This is an optimization exercise on Yosys and OpenROAD, whose aim is small area, a short achievable clock period and few clock cycles, not a production implementation.
Only simulation tests tie the RTL to the original design; equivalence was not proved.
No activity file was given, so power comes from the tool's default toggle rates.

[flow/design.v]
module bbp_core (
  input  wire        clk,
  input  wire        rst,
  input  wire        host_req,
  input  wire        host_we,
  input  wire [1:0]  host_space,
  input  wire [7:0]  host_addr,
  input  wire [63:0] host_wdata,
  output reg  [63:0] host_rdata,
  output wire        busy
);
  localparam [3:0] ERR_OK        = 4'd0;
  localparam [3:0] ERR_SHORT     = 4'd1;
  localparam [3:0] ERR_CAPACITY  = 4'd2;
  localparam [3:0] ERR_VARIANT   = 4'd3;
  localparam [3:0] ERR_ILLEGAL   = 4'd4;
  localparam [1:0] K_CNT = 2'd1;
  localparam [1:0] K_RD  = 2'd2;
  localparam [1:0] K_WR  = 2'd3;
  reg [31:0] cmd_r;
  reg [3:0]  err_r;
  reg        merge_r;
  reg        strict_r;
  reg [7:0]  blen_r;
  reg [63:0] val_r;
  reg        busy_q;
  reg [1:0]  kind_q;        
  reg [3:0]  tag_q;
  reg [2:0]  m0_q;          
  reg [4:0]  wtop_q;        
  reg [5:0]  nwin_q;        
  reg [4:0]  btop_q;        
  reg [7:0]  lvtop_q;       
  reg [7:0]  lvbot_q;       
  reg        last1_q;       
  reg        merge_q;
  reg        s0_act;
  reg        s0_first;
  reg [31:0] s0_oh;         
  reg [5:0]  s0_rem;        
  reg        s0_last;       
  reg [39:0] s0_lrow;       
  reg        s1_v;
  reg        s1_first;
  reg        s1_lastw;      
  reg [39:0] s1_lrow;
  reg [63:0] s1_mb;         
  reg [31:0] s1_lc;         
  reg        s1_det;        
  reg [10:0] s1_suf;        
  reg        s1_halt;       
  reg        s1_rst_q;      
  reg [9:0]  s1_pp;         
  reg [9:0]  s1_pq;         
  reg        s2_v;
  reg        s2_wr;         
  reg        s2_last;       
  reg        s2_first;      
  reg [39:0] s2_lrowq;
  reg [63:0] s2_m;          
  reg [63:0] s2_buf;        
  reg [6:0]  s2_suf;        
  reg [6:0]  s2_sufe;       
  reg [454:0] s2_qx;        
  reg [11:0] s1_remn;       
  reg [11:0] s1_remw;       
  reg [63:0] acc;
  assign busy = busy_q;
  function [63:0] typed;
    input [3:0]  tag;
    input [63:0] w;
    input        sext;
    begin
      case (tag[1:0])
        2'd0: typed = {{56{sext & tag[2] & w[7]}},  w[7:0]};
        2'd1: typed = {{48{sext & tag[2] & w[15]}}, w[15:0]};
        2'd2: typed = {{32{sext & tag[2] & w[31]}}, w[31:0]};
        default: typed = w;
      endcase
    end
  endfunction
  function [6:0] bitlen64;
    input [63:0] v;
    reg [3:0] h [0:7];
    reg [7:0] nz;
    integer b, k;
    begin
      for (b = 0; b < 8; b = b + 1) begin
        nz[b] = |v[8*b +: 8];
        h[b] = 4'd0;
        for (k = 0; k < 8; k = k + 1)
          if (v[8*b + k])
            h[b] = k[3:0] + 4'd1;
      end
      bitlen64 = 7'd0;
      for (b = 0; b < 8; b = b + 1)
        if (nz[b])
          bitlen64 = {b[2:0], 3'd0} + {3'd0, h[b]};
    end
  endfunction
  function [3:0] pc8;
    input [7:0] b;
    begin
      pc8 = (({3'd0, b[0]} + {3'd0, b[1]}) + ({3'd0, b[2]} + {3'd0, b[3]}))
          + (({3'd0, b[4]} + {3'd0, b[5]}) + ({3'd0, b[6]} + {3'd0, b[7]}));
    end
  endfunction
  function [2:0] pc4;
    input [3:0] b;
    begin
      case (b)
        4'b0000: pc4 = 3'd0;
        4'b0001, 4'b0010, 4'b0100, 4'b1000: pc4 = 3'd1;
        4'b0111, 4'b1011, 4'b1101, 4'b1110: pc4 = 3'd3;
        4'b1111: pc4 = 3'd4;
        default: pc4 = 3'd2;
      endcase
    end
  endfunction
  function tag_ok;
    input [3:0] tag;
    begin
      tag_ok = (tag[3] == 1'b0) || (tag == 4'hA) || (tag == 4'hB);
    end
  endfunction
  function [63:0] xorder;
    input [63:0] r;
    integer p;
    begin
      for (p = 0; p < 8; p = p + 1)
        xorder[8*(7-p) +: 8] = r[8*p +: 8];
    end
  endfunction
  wire       host_act  = host_req && !busy_q;
  wire       host_wr   = host_act && host_we;
  wire       cmd_write = host_wr && host_space == 2'd0 && host_addr == 8'd0;
  wire [3:0] op   = host_wdata[31:28];
  wire [3:0] tag  = host_wdata[27:24];
  wire [7:0] rsv  = host_wdata[23:16];
  wire [7:0] a_f  = host_wdata[15:8];
  wire [7:0] b_f  = host_wdata[7:0];
  wire [8:0] c_end  = {1'b0, a_f} + {1'b0, b_f} - 9'd1;    
  wire       c_empty = (b_f == 8'd0);
  wire [5:0] c_nwin = c_empty ? 6'd0 : (c_end[8:3] - {1'b0, a_f[7:3]});
  wire [4:0] c_btop = c_end[7:3] - a_f[7:3];
  reg  [7:0] c_lvtop, c_lvbot;
  integer cl;
  always @(*) begin
    for (cl = 0; cl < 8; cl = cl + 1) begin
      c_lvtop[cl] = !c_empty && (cl <= c_end[2:0]);
      c_lvbot[cl] = (cl >= a_f[2:0]);
    end
  end
  wire [63:0] mrow [0:31];
  genvar gr, gp;
  generate
    for (gr = 0; gr < 32; gr = gr + 1) begin : mentry
      reg [63:0] q;
      for (gp = 0; gp < 8; gp = gp + 1) begin : mb
        always @(posedge clk)
          if (host_wr && host_space == 2'd2 && host_addr == 8*gr + gp)
            q[8*gp +: 8] <= host_wdata[7:0];
      end
      assign mrow[gr] = q;
    end
  endgenerate
  reg  [63:0] s0_raw;
  integer r0;
  always @(*) begin
    s0_raw = 64'd0;
    for (r0 = 0; r0 < 32; r0 = r0 + 1)
      s0_raw = s0_raw | (mrow[r0] & {64{s0_oh[r0]}});
  end
  wire [63:0] hm_row    = mrow[host_addr[7:3]];
  wire [7:0]  mask_byte = hm_row[8*host_addr[2:0] +: 8];
  wire [7:0] s0_lv = (s0_first ? lvtop_q : 8'hFF) & (s0_last ? lvbot_q : 8'hFF);
  reg  [63:0] s0_mb;
  reg  [31:0] s0_lc;
  reg  [19:0] s0_pp;
  integer l0;
  always @(*) begin
    for (l0 = 0; l0 < 8; l0 = l0 + 1) begin
      s0_mb[8*l0 +: 8] = s0_lv[l0] ? s0_raw[8*l0 +: 8] : 8'd0;
      s0_lc[4*l0 +: 4] = {1'b0, pc4(s0_mb[8*l0 +: 4])} + {1'b0, pc4(s0_mb[8*l0+4 +: 4])};
    end
    for (l0 = 0; l0 < 4; l0 = l0 + 1)
      s0_pp[5*l0 +: 5] = {1'b0, s0_lc[8*l0 +: 4]} + {1'b0, s0_lc[8*l0+4 +: 4]};
  end
  function [4:0] bufrow;
    input [4:0] br;
    input [2:0] m0;
    input integer lb;
    begin
      bufrow = br - {4'd0, (lb + m0 >= 8)};
    end
  endfunction
  wire        s1_go = s1_v && !s1_halt;    
  wire [63:0] s1_bl;        
  wire [4:0]  s2_lrow [0:7];
  wire [63:0] wr_lanes;     
  wire        s2_we;
  wire        host_buf_we = host_wr && host_space == 2'd1;
  reg         pend_v;       
  reg  [7:0]  pend_a;
  reg  [7:0]  pend_d;
  genvar gl;
  generate
    for (gl = 0; gl < 8; gl = gl + 1) begin : blane
      reg  [7:0] mem [0:31];
      wire [4:0] ra = s1_go ? s1_lrow[5*gl +: 5] : host_addr[7:3];
      assign s2_lrow[gl] = s2_lrowq[5*gl +: 5];
      always @(posedge clk) begin
        if (s2_we)
          mem[s2_lrow[gl]] <= wr_lanes[8*gl +: 8];
        else if (pend_v && pend_a[2:0] == gl)
          mem[pend_a[7:3]] <= pend_d;
      end
      assign s1_bl[8*gl +: 8] = mem[ra];
    end
  endgenerate
  wire [2:0] m0 = m0_q;
  reg  [63:0] s1_bpos;
  integer j1;
  always @(*) begin
    for (j1 = 0; j1 < 8; j1 = j1 + 1)
      s1_bpos[8*j1 +: 8] = s1_bl[8*((j1 - m0) & 7) +: 8];
  end
  wire [63:0] s1_mx = xorder(s1_mb);
  wire [3:0] cx [0:7];
  genvar gj;
  generate
    for (gj = 0; gj < 8; gj = gj + 1) begin : cxg
      assign cx[gj] = s1_lc[4*(7-gj) +: 4];
    end
  endgenerate
  wire [4:0]  s01   = s1_pq[9:5];
  wire [4:0]  s23   = s1_pq[4:0];
  wire [4:0]  s45   = s1_pp[9:5];
  wire [4:0]  s67   = s1_pp[4:0];
  wire [5:0]  s0123 = {1'b0, s01} + {1'b0, s23};
  wire [5:0]  s4567 = {1'b0, s45} + {1'b0, s67};
  wire [6:0]  s1_pc = {1'b0, s0123} + {1'b0, s4567};
  wire [10:0] s1_sufn  = s1_suf + {4'd0, s1_pc};
  wire [6:0]  s1_sufs  = (s1_suf  > 11'd64) ? 7'd64 : s1_suf[6:0];
  wire [6:0]  s1_sufns = (s1_sufn > 11'd64) ? 7'd64 : s1_sufn[6:0];
  wire        tag_fl = tag_q[3];
  wire [6:0]  wid_q  = 7'd8 << tag_q[1:0];
  wire [6:0]  need_c = (kind_q == K_RD || tag_fl) ? wid_q : bitlen64(typed(tag_q, val_r, 1'b0));
  wire [11:0] rem_n   = s1_remn;
  wire [11:0] rem_w   = s1_remw;
  wire [11:0] pcu     = {5'd0, s1_pc};
  wire        enough  = rem_n[11] || (pcu >= rem_n);
  wire        w_eq    = (pcu == rem_w);
  wire        w_gt    = rem_w[11] || (pcu > rem_w);
  wire        wr_succ = tag_fl ? (s1_lastw && w_eq) : enough;
  wire        wr_fail = tag_fl ? (w_gt || (s1_lastw && !w_eq)) : (s1_lastw && !enough);
  wire        rd_last = s1_lastw || enough;
  wire        sc_last = s1_lastw || (merge_q && enough);
  wire [6:0] q8 [0:8];
  assign q8[0] = s1_sufs;
  assign q8[1] = s1_sufs + {3'd0, cx[0]};
  assign q8[2] = s1_sufs + {2'd0, s01};
  assign q8[3] = s1_sufs + ({2'd0, s01} + {3'd0, cx[2]});
  assign q8[4] = s1_sufs + {1'd0, s0123};
  assign q8[5] = s1_sufs + ({1'd0, s0123} + {3'd0, cx[4]});
  assign q8[6] = s1_sufs + ({1'd0, s0123} + {2'd0, s45});
  assign q8[7] = s1_sufs + ({1'd0, s0123} + ({2'd0, s45} + {3'd0, cx[6]}));
  assign q8[8] = s1_sufs + s1_pc;
  wire [6:0] qx [0:64];
  genvar gq;
  generate
    for (gq = 0; gq <= 64; gq = gq + 1) begin : qxg
      if (gq % 8 == 0) begin : al
        assign qx[gq] = q8[gq / 8];
      end else begin : un
        wire [3:0] c = pc8(s1_mx[8*(gq/8) +: 8] & ((8'd1 << (gq % 8)) - 8'd1));
        assign qx[gq] = q8[gq / 8] + {3'd0, c};
      end
    end
  endgenerate
  wire [191:0] s2_ctrl;
  genvar gt, gb, gs;
  generate
    for (gt = 1; gt <= 6; gt = gt + 1) begin : lvl
      localparam integer N = 1 << gt;
      localparam integer H = N / 2;
      for (gb = 0; gb < 64 / N; gb = gb + 1) begin : blk
        localparam integer O = gb * N;
        wire [6:0] qa = s2_qx[7*O +: 7];
        wire [6:0] qm = s2_qx[7*(O + H) +: 7];
        wire [6:0] qe = s2_qx[7*(O + N) +: 7];
        wire [gt-1:0] a = qa[gt-1:0];
        wire [gt-1:0] m = qm[gt-1:0];
        wire [gt-1:0] e = qe[gt-1:0];
        wire am = (a <= m);
        wire me = (m <= e);
        for (gs = 0; gs < H; gs = gs + 1) begin : sw
          wire in_l = am ? ((gs >= a) && (gs < m)) : ((gs >= a) || (gs < m));
          wire in_h = me ? ((gs + H >= m) && (gs + H < e)) : ((gs + H >= m) || (gs + H < e));
          assign s2_ctrl[32*(gt-1) + gb*H + gs] = !in_l && !in_h;
        end
      end
    end
  endgenerate
  wire [447:0] ibf;
  assign ibf[63:0] = s2_buf;
  generate
    for (gt = 1; gt <= 6; gt = gt + 1) begin : ibl
      localparam integer N = 1 << gt;
      localparam integer H = N / 2;
      for (gb = 0; gb < 64 / N; gb = gb + 1) begin : blk
        for (gs = 0; gs < H; gs = gs + 1) begin : sw
          wire c = s2_ctrl[32*(gt-1) + gb*H + gs];
          assign ibf[64*gt + gb*N + gs]     = c ? ibf[64*(gt-1) + gb*N + gs + H] : ibf[64*(gt-1) + gb*N + gs];
          assign ibf[64*gt + gb*N + gs + H] = c ? ibf[64*(gt-1) + gb*N + gs]     : ibf[64*(gt-1) + gb*N + gs + H];
        end
      end
    end
  endgenerate
  wire [63:0] vop  = typed(tag_q, val_r, 1'b0);
  wire [63:0] th_s = (s2_suf[6]) ? 64'd0 : ~64'd0 << s2_suf[5:0];
  wire [63:0] th_e = (s2_sufe[6]) ? 64'd0 : ~64'd0 << s2_sufe[5:0];
  wire [447:0] bfn;
  assign bfn[447:384] = vop & th_s;
  generate
    for (gt = 6; gt >= 1; gt = gt - 1) begin : bfl
      localparam integer N = 1 << gt;
      localparam integer H = N / 2;
      for (gb = 0; gb < 64 / N; gb = gb + 1) begin : blk
        for (gs = 0; gs < H; gs = gs + 1) begin : sw
          wire c = s2_ctrl[32*(gt-1) + gb*H + gs];
          assign bfn[64*(gt-1) + gb*N + gs]     = c ? bfn[64*gt + gb*N + gs + H] : bfn[64*gt + gb*N + gs];
          assign bfn[64*(gt-1) + gb*N + gs + H] = c ? bfn[64*gt + gb*N + gs]     : bfn[64*gt + gb*N + gs + H];
        end
      end
    end
  endgenerate
  wire [63:0] acc_n   = (s2_first ? 64'd0 : acc) | (ibf[447:384] & th_s & ~th_e);
  wire [63:0] rd_val  = typed(tag_q, acc_n, 1'b1);
  wire        rd_fin  = s2_v && !s2_wr && s2_last;
  wire [63:0] newx    = bfn[63:0] & s2_m;
  wire [63:0] wrx     = merge_q ? (s2_buf | newx) : ((s2_buf & ~s2_m) | newx);
  wire [63:0] wr_pos  = xorder(wrx);
  genvar gw;
  generate
    for (gw = 0; gw < 8; gw = gw + 1) begin : wlane
      assign wr_lanes[8*gw +: 8] = wr_pos[8*((gw + m0) & 7) +: 8];
    end
  endgenerate
  assign s2_we = s2_v && s2_wr;
  wire [2:0] h_pos    = host_addr[2:0] + m0_q;
  wire       h_fwd    = s2_we && (s2_lrow[host_addr[2:0]] == host_addr[7:3]);
  wire       h_pend   = pend_v && (pend_a == host_addr);
  wire [7:0] buf_byte = h_fwd ? wr_pos[8*h_pos +: 8] :
                        h_pend ? pend_d : s1_bl[8*host_addr[2:0] +: 8];
  always @(posedge clk) begin
    pend_v <= host_buf_we;
    pend_a <= host_addr;
    pend_d <= host_wdata[7:0];
  end
  wire [63:0] val_rd = rd_fin ? rd_val : val_r;
  always @(posedge clk) begin
    case (host_space)
      2'd0: begin
        case (host_addr)
          8'd0:    host_rdata <= {32'd0, cmd_r};
          8'd1:    host_rdata <= {60'd0, err_r};
          8'd2:    host_rdata <= {62'd0, strict_r, merge_r};
          8'd3:    host_rdata <= {56'd0, blen_r};
          8'd4:    host_rdata <= val_rd;
          default: host_rdata <= 64'd0;
        endcase
      end
      2'd1:    host_rdata <= {56'd0, buf_byte};
      2'd2:    host_rdata <= {56'd0, mask_byte};
      default: host_rdata <= 64'd0;
    endcase
  end
  wire       c_len = (b_f > blen_r);
  wire       c_v0  = (typed(tag, val_r, 1'b0) == 64'd0);    
  reg        to_s2, to_s2_wr, to_s2_last;
  reg        s1_stop, s1_restart;
  always @(*) begin
    to_s2      = 1'b0;
    to_s2_wr   = 1'b0;
    to_s2_last = 1'b0;
    s1_stop    = 1'b0;
    s1_restart = 1'b0;
    if (s1_go) begin
      case (kind_q)
        K_CNT: s1_stop = s1_lastw;
        K_RD: begin
          to_s2      = 1'b1;
          to_s2_last = rd_last;
          s1_stop    = rd_last;
        end
        default: begin
          if (s1_det) begin
            to_s2    = 1'b1;
            to_s2_wr = 1'b1;
            s1_stop  = sc_last;
          end else if (wr_fail) begin
            s1_stop  = 1'b1;
          end else if (wr_succ) begin
            if (s1_first) begin
              to_s2    = 1'b1;
              to_s2_wr = 1'b1;
              s1_stop  = sc_last;
            end else
              s1_restart = 1'b1;
          end
        end
      endcase
    end
  end
  integer qi;
  always @(posedge clk) begin
    s1_mb    <= s0_mb;
    s1_lc    <= s0_lc;
    s1_lrow  <= s0_lrow;
    s1_lastw <= s0_last;
    s1_pp    <= s0_pp[9:0];
    s1_pq    <= s0_pp[19:10];
    s2_m     <= s1_mx;
    s2_buf   <= xorder(s1_bpos);
    s2_lrowq <= s1_lrow;
    s2_suf   <= s1_sufs;
    s2_sufe  <= s1_sufns;
    s2_first <= s1_first;
    for (qi = 0; qi <= 64; qi = qi + 1)
      s2_qx[7*qi +: 7] <= qx[qi];
    if (s2_v && !s2_wr)
      acc <= acc_n;
    if (rst) begin
      cmd_r    <= 32'd0;
      err_r    <= ERR_OK;
      merge_r  <= 1'b1;
      strict_r <= 1'b0;
      blen_r   <= 8'd0;
      val_r    <= 64'd0;
      busy_q   <= 1'b0;
      kind_q   <= 2'd0;
      tag_q    <= 4'd0;
      m0_q     <= 3'd0;
      wtop_q   <= 5'd0;
      nwin_q   <= 6'd0;
      btop_q   <= 5'd0;
      lvtop_q  <= 8'd0;
      lvbot_q  <= 8'd0;
      last1_q  <= 1'b0;
      merge_q  <= 1'b1;
      s0_act   <= 1'b0;
      s0_first <= 1'b0;
      s0_oh    <= 32'd0;
      s0_rem   <= 6'd0;
      s0_last  <= 1'b0;
      s1_halt  <= 1'b0;
      s1_rst_q <= 1'b0;
      s1_v     <= 1'b0;
      s1_first <= 1'b0;
      s1_det   <= 1'b0;
      s1_suf   <= 11'd0;
      s2_v     <= 1'b0;
      s2_wr    <= 1'b0;
      s2_last  <= 1'b0;
    end else begin
      if (rd_fin)
        val_r <= rd_val;
      if (host_wr && host_space == 2'd0) begin
        case (host_addr)
          8'd2: begin
            merge_r  <= host_wdata[0];
            strict_r <= host_wdata[1];
          end
          8'd3: blen_r <= host_wdata[7:0];
          8'd4: val_r  <= host_wdata;
          default: ;
        endcase
      end
      s1_v     <= s0_act;
      s1_first <= s0_first;
      if (s0_act) begin
        s0_first <= 1'b0;
        s0_oh    <= {s0_oh[0], s0_oh[31:1]};
        for (qi = 0; qi < 8; qi = qi + 1)
          s0_lrow[5*qi +: 5] <= s0_lrow[5*qi +: 5] - 5'd1;
        s0_rem   <= s0_rem - 6'd1;
        s0_last  <= (s0_rem == 6'd1);
        if (s0_last)
          s0_act <= 1'b0;
        if (s0_first)
          s1_halt <= 1'b0;        
      end
      if (s1_halt && !s0_first)
        s0_act <= 1'b0;           
      s1_rst_q <= 1'b0;
      if (s1_rst_q) begin
        s0_act   <= 1'b1;
        s0_first <= 1'b1;
        s0_oh    <= 32'd1 << wtop_q;
        s0_rem   <= nwin_q;
        s0_last  <= last1_q;
        for (qi = 0; qi < 8; qi = qi + 1)
          s0_lrow[5*qi +: 5] <= bufrow(btop_q, m0_q, qi);
        s1_suf   <= 11'd0;
      end
      s2_v    <= to_s2;
      s2_wr   <= to_s2_wr;
      s2_last <= to_s2_last;
      if (s0_act && s0_first) begin
        s1_remn <= {5'd0, need_c};
        s1_remw <= {5'd0, wid_q};
      end
      if (s1_go) begin
        s1_suf  <= s1_sufn;
        s1_remn <= s1_remn - pcu;
        s1_remw <= s1_remw - pcu;
        case (kind_q)
          K_CNT: if (s1_lastw) val_r <= {53'd0, s1_sufn};
          K_RD:  ;
          default: begin
            if (!s1_det && wr_fail)
              err_r <= ERR_CAPACITY;
            if (!s1_det && wr_succ) begin
              err_r  <= ERR_OK;
              s1_det <= 1'b1;
            end
          end
        endcase
        if (s1_stop) begin
          s1_halt <= 1'b1;
          busy_q  <= 1'b0;
        end
        if (s1_restart) begin
          s1_halt  <= 1'b1;
          s1_rst_q <= 1'b1;
        end
      end
      if (cmd_write) begin
        cmd_r    <= host_wdata[31:0];
        tag_q    <= tag;
        m0_q     <= a_f[2:0];
        wtop_q   <= c_end[7:3];
        nwin_q   <= c_nwin;
        last1_q  <= (c_nwin == 6'd0);
        btop_q   <= c_btop;
        lvtop_q  <= c_lvtop;
        lvbot_q  <= c_lvbot;
        merge_q  <= merge_r;
        s1_suf   <= 11'd0;
        s1_det   <= 1'b0;
        s0_first <= 1'b1;
        s0_oh    <= 32'd1 << c_end[7:3];
        s0_rem   <= c_nwin;
        s0_last  <= (c_nwin == 6'd0);
        for (qi = 0; qi < 8; qi = qi + 1)
          s0_lrow[5*qi +: 5] <= bufrow(c_btop, a_f[2:0], qi);
        if (rsv != 8'd0 || op == 4'd0 || op > 4'd3)
          err_r <= ERR_ILLEGAL;
        else if (op == 4'd1 && tag != 4'd0)
          err_r <= ERR_ILLEGAL;
        else if (op != 4'd1 && !tag_ok(tag))
          err_r <= ERR_VARIANT;
        else if (op == 4'd1) begin
          err_r  <= ERR_OK;
          kind_q <= K_CNT;
          s0_act <= 1'b1;
          busy_q <= 1'b1;
        end else if (op == 4'd2) begin
          if (c_len) begin
            if (strict_r)
              err_r <= ERR_SHORT;
            else begin
              val_r <= 64'd0;
              err_r <= ERR_OK;
            end
          end else begin
            err_r  <= ERR_OK;
            kind_q <= K_RD;
            s0_act <= 1'b1;
            busy_q <= 1'b1;
          end
        end else begin
          if (c_len)
            err_r <= ERR_SHORT;
          else if (!tag[3] && c_v0 && merge_r && !rd_fin) begin
            err_r  <= ERR_OK;
          end else begin
            kind_q <= K_WR;
            s0_act <= 1'b1;
            busy_q <= 1'b1;
          end
        end
      end
    end
  end
endmodule
[flow/flow/run.sh]
#!/bin/bash
# The standard layout (standard.sh: ORFS synthesis to final, unchanged
# scripts, the design's constraints), with timing repair aiming for a
# setup slack of 7 ns against the 12 ns clock, i.e. a 5 ns critical path, so
# that the resizer keeps working on paths the standard margin leaves alone.
set -euo pipefail
export MAKEFLAGS="SETUP_SLACK_MARGIN=7"
bash standard.sh > standard.log 2>&1
[flow/standard.sh]
#!/bin/bash
# synth_recipe.tcl (not shown) runs the flow's synth.tcl, then flattens the netlist and writes it again
# the make line also repeats each setting of config.mk as NAME=value (left out here)
make -C /OpenROAD-flow-scripts/flow DESIGN_CONFIG=/design/flow/config.mk WORK_HOME=/design/flow/orfs CLKGATE_MAP_FILE= SYNTH_SCRIPT=/design/flow/synth_recipe.tcl "${@:-finish}"
[flow/config.mk]
export PLATFORM = sky130hd
export DESIGN_NAME = bbp_core
export DESIGN_NICKNAME = bbp_core
export VERILOG_FILES = /design/flow/design.v
export SDC_FILE = /design/flow/constraint.sdc
export NUM_CORES = 4
export LEC_CHECK = 0
export CAP_MARGIN = 40
export CELL_PAD_IN_SITES_DETAIL_PLACEMENT = 1
export CELL_PAD_IN_SITES_GLOBAL_PLACEMENT = 1
export CORE_MARGIN = 2
export CORE_UTILIZATION = 30
export PLACE_DENSITY = 0.45
export SLEW_MARGIN = 30
export TNS_END_PERCENT = 5
[flow/constraint.sdc]
create_clock -name core_clock -period 12.0 [get_ports {clk}]
set_input_delay 2.4000 -clock core_clock [delete_from_list [all_inputs] [get_ports {clk}]]
set_output_delay 2.4000 -clock core_clock [all_outputs]
set_load 0.01 [all_outputs]
==> results of run 1 <==
[how the worst max path moves through the flow]
stage | from | end | cells after the start
6_report | s0_oh[12] | s1_pp[8] | 18
5_1_grt | s2_qx[228] | blane[2].mem[1][6] | 21
4_1_cts | s0_oh[26] | s1_pp[9] | 17
3_5_place_dp | host_addr[3] | host_rdata[5] | 18
3_3_place_gp | host_addr[3] | host_rdata[3] | 14
2_1_floorplan | host_wdata[1] | s0_last | 17
[flip-flops by register name, summed over array words and instances, names as in the netlist, 32 cells and up]
| signal | cells |
|---|---|
| acc | 64 |
| blane.mem | 2048 |
| host_rdata | 64 |
| mentry.q | 2048 |
| s0_lrow | 40 |
| s0_oh | 32 |
| s1_lrow | 40 |
| s1_mb | 64 |
| s2_buf | 64 |
| s2_lrowq | 40 |
| s2_m | 64 |
| s2_qx | 133 |
| val_r | 64 |
[stage by stage]
| stage | setup slack, ps | instance area, um^2 | hold slack [ps] |
|---|---|---|---|
| floorplan | 6610 | 239000 | 310 |
| global placement | 2920 | 256000 | 314 |
| detailed placement | 3500 | 260000 | 316 |
| CTS | 6270 | 286000 | 333 |
| global route | 6270 | 291000 | 343 |
| finish | 6160 | 291000 | 331 |
[cells in the mapped netlist (all sizes together), types with 132 or more instances]
library cell and count:
a21oi 554, edfxtp 4224, nor3 260, clkbuf 842, a22o 562, nor2b 171, ha 471, a31oi 150
nor2 1403, o21ai 524, xnor2 206, mux2i 757, inv 510, buf 313, dfxtp 738, mux4 473
and3 204, nand3 396, nand4 320, a22oi 947, a221oi 602, nand2 1475, a211oi 187, and2 132
[kinds of logic (layout without fill, tap and decap cells)]
kind of cell             Yosys count  in the layout  share of synthesized area
flip-flops                      4962           4962                      0.597
AO/OA/AOI/OAI                   4885           4890                      0.155
AND/OR/NAND/NOR                 4753           4756                     0.0925
buffers and inverters           1671           3259                     0.0270
multiplexers                    1319           1319                     0.0811
adder cells (fa/ha/maj)          665            665                     0.0358
XOR/XNOR                         316            316                     0.0117
other                              0             65                          0
[where the power goes]
part	internal [mW]	total [mW]	leakage [nW]	switching, mW
clock	10.5	18.4	9.43	7.96
combinational	4.17	12.3	45.3	8.11
sequential	18.9	19.1	44.1	0.201
[layer usage]
metal	vias up	wire length (um)
li1	76100	-
met1	100000	540000
met2	11000	566000
met3	3289	118000
met4	32	88100
met5	-	224
[critical path: cells and delay by family (launching register included)]
| family | cells | cell delay [ps] |
|---|---|---|
| fa+ha+maj | 4 | 1200 |
| flops | 1 | 740 |
| buf+inv | 5 | 1520 |
| simple gates | 3 | 1100 |
| xor+xnor | 1 | 190 |
| compound gates | 5 | 800 |
[repair_timing]
action / 4_1_cts / 5_1_grt
endpoints found under the setup margin: 2715 / 2598
hold endpoints to repair: 0 / 0
cloned: 29 / 23
pin swaps: 128 / 113
setup buffers: 225 / 145
gates resized for setup: 865 / 586
[final cells by class]
type,count,area [um^2],area share
multi-input cells,11900,97500,0.335
repair buffers,1671,17200,0.0589
inverters,516,2090,0.00716
flip-flops and latches,4962,142000,0.487
clock buffers,752,16000,0.0549
clock inverters,320,3440,0.0118
well taps,10500,13100,0.0451
diodes,65,163,0.000558
==> reports/metrics.cfg, run 1 <==
[outcome]
status=finished clean

[sta]
fin_crit_ps=5840
fin_skew_ps=110
setup_viol=0
slew_headroom=0.276
rsz0062_at_grt=yes
finalCritPeriodShare=0.487
worst_pin_slew_ps=1090
fmax_mhz=171
slew_violations=0
hold_violations=0
fin_setup_tns_ps=0

[worst_hold_path]
min_to=s2_m[7]
hold_path_class=register to register
hp-start=s1_mb[63]
min_path_cells=0

[clock_network]
numCtsBuffers=588
cts-hold-fix-buffers=0
clk_latency_ps=1200
cts_tree=yes
cts.sink_count=4962
clk_path_buf_depth=4
clockRootBuffer=clkbuf_16
path_clk_slew_ps=60
htreeDepth=6

[worst_setup_path]
setup.worst_path.class=register to register
rrSetupSlack_ps=6160
critical_path.cell_chain=buf_6 -> buf_6 -> a22o_1 -> a221oi_1 -> and3_1 -> nand3_1 -> nand2_1 -> inv_1 -> ha_1 -> a21oi_1 -> ha_1 -> inv_1 -> fa_1 -> inv_1 -> ha_1 -> a21o_1 -> a21oi_1 -> xnor2_1
worstSetupEndpointType=register
rr_worst_depth=18
crit_fanout=28
cp.arrival_ps=6860
r2r-end=s1_pp[8]
slowest_delay_ps=740
reg2reg_from=s0_oh[12]
critPathLaunchType=register
required_ps=13020
cp_slowest_cell=dfxtp_4

[final_layout]
nFillCells=81600
final-instance-count-excl-fill=30700
drive_above_1_share=0.220
post-route-util=0.370
final_cell_mix=edfxtp_1, nand2_1, nor2_1
layout_commonest_cell=edfxtp_1
nNetsFinal=20300
area_growth_pct=22.9

[die]
die_w_um=893
core_um2=788000
pin_count=143
floorplan.initialDensity=0.301
row_count=326
die-area_um2=797000
fp.dieH_um=893

[synth]
async_flop_share=0
synth_nets=19200
synth_area_leader_cell=edfxtp_1
synth_warnings=2
synthCells=18600
synthFlopType=edfxtp_1
syn_area_um2=237000
synth.distinct_cells=110
yosysSeqAreaShare=0.597
synth_edf_count=4224
ys_ff_latch=4962
synth_top_area_frac=0.535
syn_area_per_cell_um2=12.8
synth.top_cells.by_area=edfxtp_1, dfxtp_1, mux4_2

[job]
drv_cap=0

[placement]
dp_cells=29100
place.gp.congestion=0.958
portBuffers=142
dpl.hpwl_um=891000

[power_and_ir_drop]
leakage_nw=98.8
power_density_nw_per_um2=171
peakVddDrop_mv=0.184
p_total_mw=49.8

[global_routing]
grt_util_met2=0.476
grt_max_degree=158
met3_usage=0.0703
grt_pass1_vias=186000
grt_overflow_total=0
busiest_layer=met2
grt_pass1_wl_um=1720000
track_usage=0.313
antenna_found_initial=104
gr-usage-met1=0.419

[route]
drt_iter0_drc=25600
drc_errors=0
routed_wl_um=1310000
via_per_inst=6.20
wl_per_cell_um=42.7
dr.pass1.iters=8
num_vias=191000
ant_nets=0

Testbench counts, summed over its fixed seeds: cycles 15,134.
==> inputs of run 2 (changes only) <==
==> flow/run.sh (new file) <==
#!/bin/bash
# synth_recipe.tcl (not shown) runs the flow's synth.tcl, then flattens the netlist and writes it again
# the make line also repeats each setting of config.mk as NAME=value (left out here)
make -C /OpenROAD-flow-scripts/flow DESIGN_CONFIG=/design/flow/config.mk WORK_HOME=/design/flow/orfs CLKGATE_MAP_FILE= SYNTH_SCRIPT=/design/flow/synth_recipe.tcl finish
--- a/flow/config.mk
+++ b/flow/config.mk
@@ -13,2 +13,3 @@
 export PLACE_DENSITY = 0.45
+export SETUP_SLACK_MARGIN = 5
 export SLEW_MARGIN = 30
removed: flow/flow/run.sh
removed: flow/standard.sh
==> reports/metrics.cfg, run 2 <==
[synth]
synth.top_cells.by_area=edfxtp_1, dfxtp_1, mux4_2
synthFlopType=edfxtp_1
synthAdderAreaFrac=0.0358
synthMuxAreaShare=0.0811
synth_area_leader_cell=edfxtp_1
synth_warnings=2
ys_ff_latch=4962
synth.distinct_cells=110
synth_compound_area_frac=0.155
synthCells=18600
synth_top_family_by_area=compound AO/OA/AOI/OAI gates
yosysMostFrequentCell=edfxtp_1
syn_area_per_cell_um2=12.8
syn_area_um2=237000
synth_nets=19200
synth_top_area_frac=0.535
async_flop_share=0
yosysSeqAreaShare=0.597
synthTopCellsByCount=edfxtp_1, nand2_1, nor2_1, a22oi_1, clkbuf_1
synth_edf_count=4224
synth-simple-area-share=0.0925
synth_xor_area_frac=0.0117

[clock_network]
cts_tree=yes
htreeDepth=6
numCtsBuffers=594
clockRootBuffer=clkbuf_16
path_clk_slew_ps=60
clk_path_buf_depth=4
clk_latency_ps=1170
cts.sink_count=4962
cts-hold-fix-buffers=0

[final_layout]
nFillCells=82200
post-route-util=0.356
final_cell_mix=edfxtp_1, nand2_1, nor2_1
seqCellArea_um2=142000
nNetsFinal=19900
area_growth_pct=18.4
multi_input_area_um2=92800
layout_commonest_cell=edfxtp_1
drive_above_1_share=0.173

[sta]
slew_violations=0
slew_headroom=0.284
finalCritPeriodShare=0.619
fin_setup_tns_ps=0
setup_viol=0
fin_crit_ps=7430
hold_violations=0
fin_skew_ps=123
rsz0062_at_grt=yes
fmax_mhz=135
worst_pin_slew_ps=1040

[global_routing]
track_usage=0.312
grt_max_degree=112
grt_pass1_vias=184000
grt_pass1_wl_um=1710000
antenna_found_initial=108
grt_overflow_total=0

[placement]
place.gp.congestion=0.991
portBuffers=142
dpl.hpwl_um=900000

[route]
ant_nets=0
routed_wl_um=1300000
dr.pass1.iters=8
via_per_inst=6.23
num_vias=189000
drc_errors=0
drt_iter0_drc=26100
wl_per_cell_um=42.7

[power_and_ir_drop]
netSwitchingPower_mw=15.6
combPwrFrac=0.221
leakage_nw=95.1
switching_share=0.324
seqPwrFrac=0.396
power_density_nw_per_um2=172
p_clk_frac=0.383
p_int_mw=32.5
peakVddDrop_mv=0.169

[worst_setup_path]
reg2reg_from=s2_qx[228]
setup.worst_path.class=input pin to register
required_ps=13040
rrSetupSlack_ps=4870
worstSetupEndpointType=register
cp.arrival_ps=8470
r2r-end=host_rdata[1]
critPathLaunchType=input pin
rr_worst_depth=19
crit_fanout=34

[worst_hold_path]
hold_path_class=register to register
hp-start=s1_mb[63]
min_path_cells=0
min_to=s2_m[7]

[die]
core_um2=788000
pin_count=143
floorplan.initialDensity=0.301
fp.dieH_um=893
die_w_um=893
die-area_um2=797000
row_count=326

[job]
drv_cap=0

[outcome]
status=finished clean

## run 2: cell counts after synthesis
Identical to the previous run, type by type.
## run 2: how the worst max path moves through the flow
stage,from,endpoint,depth (start not counted)
floorplan,s2_qx[449],blane[6].mem[0][1],19
global placement,host_addr[4],host_rdata[3],14
detailed placement,host_addr[4],host_rdata[5],14
CTS,host_addr[3],host_rdata[5],14
global route,s2_qx[451],host_rdata[1],19
finish,host_addr[3],host_rdata[6],13
## run 2: critical path, stage by stage
cell and delay, ps:
buf_6 170, buf_4 590, nand2_1 610, nor2_4 920
buf_12 480, a222oi_1 150, nand4_1 150, o22ai_1 210
o211ai_1 880, o211ai_1 560, o21ai_0 440, nor4b_4 590
a211o_1 180
## run 2: power groups by stage
stage	clock network, mW	logic, mW	registers (mW)
after floorplan	0	5.16	19.4
after global routing	19.2	10.9	19.1
after detailed placement	0	10.0	19.5
final	18.4	10.6	19.1
after CTS	18.7	10.2	19.1
after global placement	0	9.87	19.5
## run 2: repair_timing
| action | in CTS | in global routing |
|---|---|---|
| buffers inserted | 7 | 10 |
| resized for setup | 64 | 40 |
| pin swaps | 5 | 10 |
| cloned | 2 | 1 |
| setup endpoints to repair | 2054 | 1927 |
## run 2: kinds of logic (layout without fill, tap and decap cells)
kind of cell / count (synthesis) / after routing
simple gates: 4753 / 4753
compound gates: 4885 / 4888
fa+ha+maj: 665 / 665
buf+inv: 1671 / 2867
xor+xnor: 316 / 316
flops: 4962 / 4962
mux: 1319 / 1319
other cells: 0 / 69
## run 2: cell type report
class / instances / area share
Multi-Input combinational cell: 11900 / 0.330
Timing Repair Buffer: 1288 / 0.0415
Clock inverter: 305 / 0.0116
Tap cell: 10500 / 0.0468
Inverter: 516 / 0.00692
Clock buffer: 758 / 0.0573
Sequential cell: 4962 / 0.505
Antenna cell: 69 / 0.000615
## run 2: per-stage QoR
step	power, mW	hold WS [ps]	worst slack (ps)	area [um^2]	std cells
after global routing	49.2	301	4860	281000	30300
final	48.2	292	4570	281000	30300
after detailed placement	29.5	315	3510	260000	29100
after CTS	47.9	280	4790	279000	30200
after floorplan	24.5	310	5200	237000	18600
after global placement	29.3	311	2770	256000	28800
## run 2: per-layer routing
layer | vias to the layer above | routed length (um) | track usage
li1 | 75300 | - | -
met1 | 99300 | 536000 | 0.423
met2 | 11200 | 558000 | 0.473
met3 | 2991 | 117000 | 0.0663
met4 | 44 | 85100 | 0.161
met5 | - | 599 | 0

-- afterwards: timing with drivers on the ports --
How much do the figures lean on ideal ports? The routed layouts below were timed once more, with nothing changed but the port constraints. Step 1 sets driving cells, clkbuf_16 on the clock port and buf_2 on the other inputs (assumed; they add their load-dependent delay and slew). Step 2 moves the port delays by t, midway between the first and last clock arrival at a register: inputs arrive t later, outputs are due t later. That takes back most of the time a late clock gives input paths. Slacks: no drivers / after step 1 / after step 2; pairs: no drivers / after step 1.
| run | shift t [ns] | setup WS [ns] | hold slack, ns | worst slew at a driven data input, ns | cell pins on the clock port's net |
|---|---|---|---|---|---|
| run 1 | 1.289 | 6.157 / 6.157 / 4.996 | 0.331 / 0.331 / 0.331 | 0.31 | 1 |
| run 2 | 1.268 | 4.569 / 4.577 / 3.309 | 0.292 / 0.292 / 0.292 | 0.21 | 1 |
After both steps setup and hold are still met in every run listed. The setup slack of run 2, which loses most, moves by +0.008 ns with the drivers and by -1.260 ns with both steps.
